This design comes from an exercise in tuning for a short achievable clock period and few clock cycles on the open sky130 flow, not from production work. Function was checked by simulation only, so behaviour that the tests miss may differ from the original. No activity file was given, so power comes from the tool's default toggle rates.

==> run M: inputs <==
Design vx16_core, start of the top module:
module vx16_core (
    input  wire        clk,
    input  wire        rst,
    input  wire        cmd_valid,
    input  wire [1:0]  cmd_op,
    input  wire [15:0] cmd_pc,
    input  wire        cmd_debug,
    input  wire        cmd_limit_en,
    input  wire [31:0] cmd_limit,
    input  wire        cancel_req,
    output wire        ready,
    output reg         done,
    output reg  [3:0]  status,
    output reg  [31:0] steps,
    output reg  [15:0] fault_info,
    output reg  [2:0]  fault_sub,
    output reg         slot_valid,
    output reg         trace_valid,
    output reg  [15:0] trace_pc,
    output reg  [31:0] trace_ir,
    output reg  [2:0]  trace_flags,
    output wire        mem_re,
    output wire        mem_we,
    output wire [13:0] mem_addr,
    output wire [7:0]  mem_wdata,
    input  wire [7:0]  mem_rdata,
    input  wire [4:0]  dbg_sel,
    output reg  [15:0] dbg_data
);
    localparam [1:0] CMD_ALLOC = 2'd0, CMD_FREE = 2'd1, CMD_SETPC = 2'd2, CMD_EXEC = 2'd3;
    localparam [3:0] ST_HALTED   = 4'd0, ST_OOB       = 4'd1, ST_BADREG = 4'd2,
                     ST_BADOP    = 4'd3, ST_BADSLOT   = 4'd6, ST_LIMIT  = 4'd7,
                     ST_CANCEL   = 4'd8;
    localparam [7:0] OP_HALT = 8'h00, OP_NOP  = 8'h01,
                     OP_LDI  = 8'h10, OP_MOV  = 8'h11, OP_LDB  = 8'h12, OP_LDW  = 8'h13,
                     OP_STB  = 8'h14, OP_STW  = 8'h15,
                     OP_ADD  = 8'h20, OP_SUB  = 8'h21, OP_AND  = 8'h22, OP_OR   = 8'h23,
                     OP_XOR  = 8'h24, OP_SHL  = 8'h25, OP_SHR  = 8'h26,
                     OP_ADDI = 8'h28, OP_SUBI = 8'h29, OP_SHLI = 8'h2A, OP_SHRI = 8'h2B,
                     OP_CMP  = 8'h30, OP_CMPI = 8'h31,
                     OP_JMP  = 8'h40, OP_JZ   = 8'h41, OP_JNZ  = 8'h42, OP_JC   = 8'h43,
                     OP_JNC  = 8'h44, OP_JS   = 8'h45, OP_JNS  = 8'h46,
                     OP_PUSH = 8'h50, OP_POP  = 8'h51, OP_CALL = 8'h52, OP_RET  = 8'h53;
    reg [15:0] x [0:15];
    reg [15:0] pc;              
    reg [31:0] ir;              
    reg [15:0] ipc;             
  ...
clock: 10.0 ns
lec_check: 0
abc_clock_period_in_ps: 4000
cap_margin: 20
core_margin: 2
core_utilization: 40
setup_slack_margin: 4
slew_margin: 20
run.sh (not shown) runs the stock make flow with config.mk's settings and CLKGATE_MAP_FILE= SYNTH_SCRIPT=/design/flow/synth_recipe.tcl, a recipe that flattens the netlist after the stock synthesis.
==> run D (differences from run M) <==
--- a/flow/design.v
+++ b/flow/design.v
@@ -13,17 +13,17 @@
     output reg  [3:0]  status,
     output reg  [31:0] steps,
     output reg  [15:0] fault_info,
     output reg  [2:0]  fault_sub,
     output reg         slot_valid,
     output reg         trace_valid,
     output reg  [15:0] trace_pc,
     output reg  [31:0] trace_ir,
-    output reg  [2:0]  trace_flags,
+    output wire [2:0]  trace_flags,
     output wire        mem_re,
     output wire        mem_we,
     output wire [13:0] mem_addr,
     output wire [7:0]  mem_wdata,
     input  wire [7:0]  mem_rdata,
     input  wire [4:0]  dbg_sel,
     output reg  [15:0] dbg_data
 );
@@ -40,43 +40,55 @@
                      OP_CMP  = 8'h30, OP_CMPI = 8'h31,
                      OP_JMP  = 8'h40, OP_JZ   = 8'h41, OP_JNZ  = 8'h42, OP_JC   = 8'h43,
                      OP_JNC  = 8'h44, OP_JS   = 8'h45, OP_JNS  = 8'h46,
                      OP_PUSH = 8'h50, OP_POP  = 8'h51, OP_CALL = 8'h52, OP_RET  = 8'h53;
     reg [15:0] x [0:15];
     reg [15:0] pc;              
     reg [31:0] ir;              
     reg [15:0] ipc;             
-    reg [2:0]  flags;           
+    reg [1:0]  fl_sc;           
+    reg [15:0] zres;            
+    wire [2:0] flags = {fl_sc, (zres == 16'h0000)};
+    reg [1:0]  tr_sc;
+    reg [15:0] tr_zres;
+    assign trace_flags = {tr_sc, (tr_zres == 16'h0000)};
     reg [31:0] ir_prev;         
     reg [15:0] ipc_prev;
     reg        run;
     reg        ex_v;            
     reg [1:0]  ms;              
     reg        debug_r;
     reg        limit_en_r;
     reg [31:0] rem;             
     reg        rem0;            
     reg        cancel_r;
     reg        fault_r;
+    reg        fault_w;         
     reg        flush_r;
     reg [3:0]  fst_r;
     reg [15:0] finfo_r;
     reg [2:0]  fsub_r;
     reg        sb_v;
     reg        sb_two;
     reg [13:0] sb_addr;
     reg [15:0] sb_data;
     reg [13:0] ea1_r;
     reg [7:0]  ld_lo;
+    reg [15:0] ras;             
     reg        lu_v;
-    reg        lu_two;
-    reg [1:0]  lu_st;           
+    reg        lu_two;          
+    reg        lu_word;         
+    reg        lu_hold;         
     reg [3:0]  lu_rd;
     reg [13:0] lu_addr;
+    reg        rt_v;
+    reg        rt_last;
+    reg        rt_word;
+    reg [3:0]  rt_rd;
     reg [7:0]  lu_lo;
     reg        pf_on;
     reg        rd_pf;           
     reg [15:0] pf_wa;           
     reg [15:0] pf_ba;           
     reg [1:0]  pf_k;            
     reg [23:0] pf_buf;
     reg        fb_v;            
@@ -105,19 +117,21 @@
                 begin use_a = 1'b1; use_b = 1'b1; use_c = 1'b1; end
             default: op_ok = 1'b0;
         endcase
     end
     wire bad_a = use_a && (fa[7:4] != 4'd0);
     wire bad_b = use_b && (fb[7:4] != 4'd0);
     wire bad_c = use_c && (fc[7:4] != 4'd0);
     wire dec_fault = !op_ok || bad_a || bad_b || bad_c;
-    wire [15:0] ra = x[fa[3:0]];
-    wire [15:0] rb = x[fb[3:0]];
-    wire [15:0] rc = x[fc[3:0]];
+    wire        fwd = rt_v && rt_last;
+    wire [15:0] lu_val  = rt_word ? {mem_rdata, lu_lo} : {8'h00, mem_rdata};
+    wire [15:0] ra = (fwd && (fa[3:0] == rt_rd)) ? lu_val : x[fa[3:0]];
+    wire [15:0] rb = (fwd && (fb[3:0] == rt_rd)) ? lu_val : x[fb[3:0]];
+    wire [15:0] rc = (fwd && (fc[3:0] == rt_rd)) ? lu_val : x[fc[3:0]];
     wire [15:0] sp = x[15];
     wire is_r3   = (op >= OP_ADD) && (op <= OP_SHR);
     wire is_rs   = (op == OP_SHLI) || (op == OP_SHRI);
     wire is_imm  = (op == OP_ADDI) || (op == OP_SUBI) || (op == OP_CMPI);
     wire is_halt = (op == OP_HALT);
     wire is_ldb  = (op == OP_LDB);
     wire is_push = (op == OP_PUSH);
     wire is_pop  = (op == OP_POP);
@@ -150,20 +164,18 @@
             OP_AND:                   alu_r = src1 & src2;
             OP_OR:                    alu_r = src1 | src2;
             OP_XOR:                   alu_r = src1 ^ src2;
             OP_SHL, OP_SHLI:          begin alu_r = shl_r; alu_c = shl_c; end
             OP_SHR, OP_SHRI:          alu_r = shr_r;
             default: ;
         endcase
     end
-    wire [2:0] alu_flags  = {alu_r[15], alu_c, (alu_r == 16'h0000)};
     wire       sets_flags = is_r3 || is_rs || is_imm || (op == OP_CMP);
     wire       writes_alu = is_r3 || is_rs || (op == OP_ADDI) || (op == OP_SUBI);
-    wire [2:0] new_flags  = sets_flags ? alu_flags : flags;
     wire [15:0] sp_dn = sp - 16'd2;
     wire [15:0] sp_up = sp + 16'd2;
     wire [15:0] ea    = (is_push || is_call) ? sp_dn :
                         (is_pop  || is_ret)  ? sp :
                         rb + {{8{fc[7]}}, fc};
     wire        ea_oob = (ea[15:14] != 2'd0) || (!is_byte && (ea[13:0] == 14'h3FFF));
     wire [15:0] st_data = is_call ? pc : ra;
     reg cond;
@@ -174,48 +186,56 @@
             OP_JNZ:  cond = ~flags[0];
             OP_JC:   cond =  flags[1];
             OP_JNC:  cond = ~flags[1];
             OP_JS:   cond =  flags[2];
             OP_JNS:  cond = ~flags[2];
             default: cond = 1'b0;
         endcase
     end
-    wire kill     = fault_r || flush_r;
+    wire kill     = fault_r || fault_w || flush_r;
     wire ex0      = ex_v && (ms == 2'd0) && !kill;
-    wire mem_free = !sb_v && !lu_v;
-    wire lu_dep   = lu_v && ((use_a && (fa[3:0] == lu_rd)) ||
-                             (use_b && (fb[3:0] == lu_rd)) ||
-                             (use_c && (fc[3:0] == lu_rd)));
-    wire mem_go   = ex0 && is_mem && !dec_fault && mem_free;
+    wire mem_free = !sb_v && !lu_v && !rt_v;
+    wire lu_dep   = (lu_v && ((use_a && (fa[3:0] == lu_rd)) ||
+                              (use_b && (fb[3:0] == lu_rd)) ||
+                              (use_c && (fc[3:0] == lu_rd)) ||
+                              ((lu_rd == 4'd15) && (is_push || is_call || is_pop)))) ||
+                    (rt_v && !rt_last && ((use_a && (fa[3:0] == rt_rd)) ||
+                                          (use_b && (fb[3:0] == rt_rd)) ||
+                                          (use_c && (fc[3:0] == rt_rd)))) ||
+                    (rt_v && (rt_rd == 4'd15) && (is_push || is_call || is_pop));
     wire halt_go  = ex0 && is_halt && mem_free;
-    wire st_go    = mem_go && is_store;
-    wire lu_go    = mem_go && is_luop;
-    wire ret_go   = mem_go && is_ret;
+    wire st_go    = ex0 && is_store && !dec_fault && !sb_v && !lu_dep;
+    wire lu_port;
+    wire lu_free  = !lu_v || (!lu_two && lu_port);
+    wire lu_go    = ex0 && is_luop && !dec_fault && lu_free && !lu_dep;
+    wire ret_go   = ex0 && is_ret && mem_free;
+    wire mem_go   = st_go || lu_go || ret_go;
     wire ret_done = ex_v && is_ret && (ms == 2'd2);
     wire alu_go   = ex0 && !is_mem && !is_halt && !dec_fault && !lu_dep;
     wire leave    = alu_go || st_go || lu_go || ret_done;
     wire ea_ok    = !ea_oob;
     wire commit   = ((st_go || lu_go) && ea_ok) || alu_go || ret_done || halt_go;
     wire fault_now = (ex0 && dec_fault && mem_free) || (mem_go && ea_oob);
     wire flush_now = st_go && ea_ok && (ea <= win_hi) && ((ea + 16'd1) >= win_lo);
     wire [15:0] ret_val = {mem_rdata, ld_lo};
-    wire        lu_wr   = lu_v && (lu_st == (lu_two ? 2'd2 : 2'd1));
-    wire [15:0] lu_val  = lu_two ? {mem_rdata, lu_lo} : {8'h00, mem_rdata};
-    wire        lu_port = lu_v && ((lu_st == 2'd0) || ((lu_st == 2'd1) && lu_two));
+    wire        ret_hit = (ret_val == pc);
+    wire        lu_wr   = rt_v && rt_last;
+    assign      lu_port = lu_v && !(lu_hold && sb_v);
+    wire        sb_wr   = sb_v && !lu_port;
     wire        ret_port = ex_v && is_ret && !kill && (((ms == 2'd0) && mem_free) || (ms == 2'd1));
     wire        wr_en   = alu_go && (writes_alu || (op == OP_LDI) || (op == OP_MOV));
     wire [15:0] wr_data = (op == OP_LDI) ? imm16 :
                           (op == OP_MOV) ? rb : alu_r;
     wire        sp_en   = (((st_go && (is_push || is_call)) || (lu_go && is_pop)) && ea_ok) || ret_done;
     wire [15:0] sp_val  = (is_pop || is_ret) ? sp_up : sp_dn;
     wire        br_now = ex_v && (cond || is_call);
     wire [15:0] la     = br_now ? imm16 : pc;
-    wire [6:0]  li_s   = {pc[8:7] ^ pc[10:9] ^ pc[12:11], pc[6:2]};
-    wire [6:0]  li_t   = {imm16[8:7] ^ imm16[10:9] ^ imm16[12:11], imm16[6:2]};
+    wire [6:0]  li_s   = {pc[8:7] ^ pc[11:10], pc[6:2]};
+    wire [6:0]  li_t   = {imm16[8:7] ^ imm16[11:10], imm16[6:2]};
     wire        oob_s  = (pc[15:14] != 2'd0) || ((pc[13:2] == 12'hFFF) && (pc[1:0] != 2'd0));
     wire        oob_t  = (imm16[15:14] != 2'd0) || ((imm16[13:2] == 12'hFFF) && (imm16[1:0] != 2'd0));
     wire        s_done = rd_pf && (pf_k == 2'd3);
     wire [31:0] s_word = {mem_rdata, pf_buf};
     wire        c_hit_s = c_val[li_s] && (c_tag[li_s] == pc[13:9]) && (pc[1:0] == 2'd0);
     wire        f_hit_s = fb_v && (fb_a == pc);
     wire        s_hit_s = s_done && (pf_wa == pc);
     wire        hit_s   = (c_hit_s || f_hit_s || s_hit_s) && !oob_s;
@@ -225,30 +245,30 @@
     wire        s_hit_t = s_done && (pf_wa == imm16);
     wire        hit_t   = (c_hit_t || f_hit_t || s_hit_t) && !oob_t;
     wire [31:0] dat_t   = s_hit_t ? s_word : f_hit_t ? fb_d : c_data[li_t];
     wire        hit      = br_now ? hit_t : hit_s;
     wire [31:0] hit_data = br_now ? dat_t : dat_s;
     wire        la_oob   = br_now ? oob_t : oob_s;
     wire [15:0] la4      = br_now ? (imm16 + 16'd4) : (pc + 16'd4);
     wire stop     = cancel_r || (limit_en_r && rem0);
-    wire ex_free  = !ex_v || (leave && !is_ret);
+    wire ex_free  = !ex_v || (leave && (!is_ret || ret_hit));
     wire enter    = run && !kill && ex_free && hit && !stop;
     wire restart  = run && !kill && ex_free && !hit && !stop && !la_oob && !(pf_on && (pf_wa == la));
     wire idle_end = run && !kill && !ex_v && mem_free && (stop || oob_s);
-    wire [6:0]  wi     = {pf_wa[8:7] ^ pf_wa[10:9] ^ pf_wa[12:11], pf_wa[6:2]};
+    wire [6:0]  wi     = {pf_wa[8:7] ^ pf_wa[11:10], pf_wa[6:2]};
     wire        wa_ok  = (pf_wa[1:0] == 2'd0) && (pf_wa[15:14] == 2'd0);
     wire [15:0] ahead = pf_ba - pc;
     wire pf_issue  = run && pf_on && !sb_v && !lu_port && !ret_port && !(ex_v && is_store) &&
                      (ahead < 16'd12);
-    assign mem_we    = sb_v;
-    assign mem_re    = run && !sb_v;
+    assign mem_we    = sb_wr;
+    assign mem_re    = run && !sb_wr;
     assign mem_wdata = sb_data[7:0];
-    assign mem_addr  = sb_v ? sb_addr :
-                       lu_port ? lu_addr :
+    assign mem_addr  = lu_port ? lu_addr :
+                       sb_v ? sb_addr :
                        ret_port ? ((ms == 2'd0) ? sp[13:0] : ea1_r) :
                        pf_ba[13:0];
     always @(*) begin
         case (dbg_sel)
             5'd16:   dbg_data = pc;
             5'd17:   dbg_data = {13'h0000, flags};
             5'd18:   dbg_data = ir[15:0];
             5'd19:   dbg_data = ir[31:16];
@@ -256,43 +276,48 @@
         endcase
     end
     integer i;
     always @(posedge clk) begin
         ir_prev  <= ir;
         ipc_prev <= ipc;
         trace_pc <= ipc;
         trace_ir <= ir;
-        trace_flags <= new_flags;
+        tr_sc       <= sets_flags ? {alu_r[15], alu_c} : fl_sc;
+        tr_zres     <= sets_flags ? alu_r : zres;
         if (rst) begin
             run         <= 1'b0;
             slot_valid  <= 1'b0;
             done        <= 1'b0;
             trace_valid <= 1'b0;
             sb_v        <= 1'b0;
             ex_v        <= 1'b0;
             pf_on       <= 1'b0;
             rd_pf       <= 1'b0;
             lu_v        <= 1'b0;
+            rt_v        <= 1'b0;
             fault_r     <= 1'b0;
+            fault_w     <= 1'b0;
             flush_r     <= 1'b0;
         end else begin
             done        <= 1'b0;
             trace_valid <= 1'b0;
             cancel_r    <= cancel_req;
             fault_r     <= 1'b0;
             flush_r     <= 1'b0;
             if (!run) begin
                 if (cmd_valid) begin
                     case (cmd_op)
                         CMD_ALLOC: begin
                             slot_valid <= 1'b1;
                             pc         <= cmd_pc;
                             ir         <= 32'h0;
-                            flags      <= 3'b000;
+                            fl_sc      <= 2'b00;
+                            zres       <= 16'h0001;
+                            ras        <= 16'h0000;
                             for (i = 0; i < 16; i = i + 1)
                                 x[i] <= 16'h0000;
                         end
                         CMD_FREE:  slot_valid <= 1'b0;
                         CMD_SETPC: if (slot_valid) pc <= cmd_pc;
                         CMD_EXEC: begin
                             if (!slot_valid) begin
                                 status <= ST_BADSLOT;
@@ -315,17 +340,17 @@
                                 c_val      <= 128'd0;
                                 win_lo     <= 16'hFFFF;
                                 win_hi     <= 16'h0000;
                             end
                         end
                     endcase
                 end
             end else begin
-                if (sb_v) begin
+                if (sb_wr) begin
                     sb_v    <= sb_two;
                     sb_two  <= 1'b0;
                     sb_addr <= sb_addr + 14'd1;
                     sb_data <= {8'h00, sb_data[15:8]};
                 end
                 if (rd_pf) begin
                     case (pf_k)
                         2'd0: pf_buf[7:0]   <= mem_rdata;
@@ -354,47 +379,59 @@
                 end
                 if (restart) begin
                     pf_on <= 1'b1;
                     pf_wa <= la;
                     pf_ba <= la;
                     pf_k  <= 2'd0;
                     rd_pf <= 1'b0;
                 end
+                if (st_go && is_call && ea_ok)
+                    ras <= pc;
                 if (ret_go && ea_ok) begin
+                    pc    <= ras;
                     ms    <= 2'd1;
                     ea1_r <= sp[13:0] + 14'd1;
                 end
                 if (ex_v && is_ret && (ms == 2'd1)) begin
                     ld_lo <= mem_rdata;
                     ms    <= 2'd2;
                 end
-                if (lu_v) begin
-                    lu_st   <= lu_st + 2'd1;
-                    lu_lo   <= mem_rdata;
+                lu_lo   <= mem_rdata;
+                rt_v    <= lu_port;
+                rt_last <= !lu_two;
+                rt_word <= lu_word;
+                rt_rd   <= lu_rd;
+                if (lu_port) begin
+                    lu_hold <= 1'b0;
+                    lu_two  <= 1'b0;
                     lu_addr <= lu_addr + 14'd1;
-                    if (lu_wr) lu_v <= 1'b0;
+                    if (!lu_two) lu_v <= 1'b0;
                 end
                 if (lu_go) begin
                     lu_v    <= ea_ok;
                     lu_two  <= !is_ldb;
-                    lu_st   <= 2'd0;
+                    lu_word <= !is_ldb;
+                    lu_hold <= sb_v;
                     lu_rd   <= fa[3:0];
                     lu_addr <= ea[13:0];
                 end
                 if (st_go) begin
                     sb_v    <= ea_ok;
                     sb_two  <= !is_byte;
                     sb_addr <= ea[13:0];
                     sb_data <= st_data;
                 end
-                if (lu_wr) x[lu_rd] <= lu_val;
+                if (lu_wr) x[rt_rd] <= lu_val;
                 if (sp_en) x[15] <= sp_val;
                 if (wr_en) x[fa[3:0]] <= wr_data;
-                if (alu_go) flags <= new_flags;
+                if (alu_go && sets_flags) begin
+                    fl_sc <= {alu_r[15], alu_c};
+                    zres  <= alu_r;
+                end
                 if (commit) begin
                     if (steps != 32'hFFFF_FFFF)
                         steps <= steps + 32'd1;
                     trace_valid <= debug_r;
                 end
                 if (enter) begin
                     ex_v <= 1'b1;
                     ms   <= 2'd0;
@@ -404,51 +441,58 @@
                     rem  <= rem - 32'd1;
                     rem0 <= (rem == 32'd1);
                 end else if (leave) begin
                     ex_v <= 1'b0;
                     pc   <= is_ret ? ret_val : la;
                 end
                 fault_r <= fault_now;
                 flush_r <= flush_now;
+                if (!kill) begin
                 if (!op_ok) begin
                     fst_r <= ST_BADOP; finfo_r <= {8'h00, op}; fsub_r <= 3'd0;
                 end else if (bad_a) begin
                     fst_r <= ST_BADREG; finfo_r <= {8'h00, fa}; fsub_r <= 3'd1;
                 end else if (bad_b) begin
                     fst_r <= ST_BADREG; finfo_r <= {8'h00, fb}; fsub_r <= 3'd2;
                 end else if (bad_c) begin
                     fst_r <= ST_BADREG; finfo_r <= {8'h00, fc}; fsub_r <= 3'd3;
                 end else begin
                     fst_r <= ST_OOB; finfo_r <= ea; fsub_r <= is_byte ? 3'd1 : 3'd2;
                 end
+                end
                 if (flush_r) begin
                     c_val  <= 128'd0;
                     fb_v   <= 1'b0;
                     pf_on  <= 1'b0;
                     rd_pf  <= 1'b0;
                     win_lo <= 16'hFFFF;
                     win_hi <= 16'h0000;
                     ex_v   <= 1'b0;
                     ir     <= ir_prev;
                     if (ex_v) begin
                         pc   <= ipc;
                         rem  <= rem + 32'd1;
                         rem0 <= 1'b0;
                     end
                 end
                 if (fault_r) begin
+                    ex_v <= 1'b0;
+                    ir   <= ir_prev;
+                    pc   <= ipc_prev;
+                end
+                if ((fault_r || fault_w) && !mem_free)
+                    fault_w <= 1'b1;
+                if ((fault_r || fault_w) && mem_free) begin
                     status     <= fst_r;
                     fault_info <= finfo_r;
                     fault_sub  <= fsub_r;
                     done       <= 1'b1;
                     run        <= 1'b0;
-                    ex_v       <= 1'b0;
-                    ir         <= ir_prev;
-                    pc         <= ipc_prev;
+                    fault_w    <= 1'b0;
                 end else if (halt_go) begin
                     status <= ST_HALTED;
                     done   <= 1'b1;
                     run    <= 1'b0;
                     ex_v   <= 1'b0;
                 end else if (idle_end) begin
                     if (cancel_r)
                         status <= ST_CANCEL;
Settings changed: CORE_UTILIZATION 40 to 55.
==> qor summary <==
metric	run D	run M
Status	no timing/DRC/antenna violations	no timing/DRC/antenna violations
Wire length of the first global-routing pass	1460000 um	1450000 um
Register area share after synthesis	0.600	0.601
Number of global-route vias before repair	174646	170007
Combinational power	0.00340 W	0.00325 W
Share of the clock period used by the worst path after layout	0.613	0.624
Data arrival time of the critical path	6980 ps	4240 ps
Number of buffers other than clock buffers in the final layout	1188	1127
Net switching power figure	0.0121 W	0.0119 W
Total routing resource utilization after global routing	0.413	0.298
Net count of the finished layout	16208	16001
Chip height	719 um	838 um
Met2 Wirelength	481000 um	475000 um
Power consumption	0.0521 W	0.0514 W
Detailed route wirelength on metal3	144000 um	147000 um
DP HPWL	667000 um	658000 um
Final hold slack	373 ps	365 ps
Critical R2R Capture	rem[22]	pf_k[0]
Cts repair resizes	361	326
Via count	179068	177066
Grt met1 use	0.548	0.394
Synth Cell Area	281000 sq um	278000 sq um
Internal Power	0.0400 W	0.0395 W
Site row count	262	306
CTS sink cnt	5651	5599
Testbench counts of run M, summed over its fixed seeds: cycles 118,426.
Testbench counts of run D, summed over its fixed seeds: cycles 105,774.

## afterwards: timing with drivers on the ports
In the flow no input, the clock included, has a driving cell. The finished layouts below were timed again as built, in two steps.
Step 1: set_driving_cell puts a clkbuf_16 on clk and a buf_2 on each other input, an assumption about the parent block.
Step 2 moves the port delays by t, midway between the first and last clock arrival at a register: inputs arrive t later, outputs are due t later. That takes back most of the time a late clock gives input paths.
Slacks: no drivers / after step 1 / after step 2; pairs: no drivers / after step 1.
run | t, ns | slack for setup (ns) | worst hold slack (ns) | latest minus earliest clock arrival (ns) | slew at the worst register clock pin (ns)
run M | 1.253 | 3.762 / 3.554 / 2.801 | 0.365 / 0.365 / 0.365 | 0.092 / 0.092 | 0.07 / 0.07
run D | 1.202 | 3.866 / 3.762 / 2.611 | 0.373 / 0.373 / 0.373 | 0.090 / 0.090 | 0.07 / 0.07
After both steps setup and hold are still met in every run listed. The setup slack of run D, which loses most, moves by -0.104 ns with the drivers and by -1.255 ns with both steps.
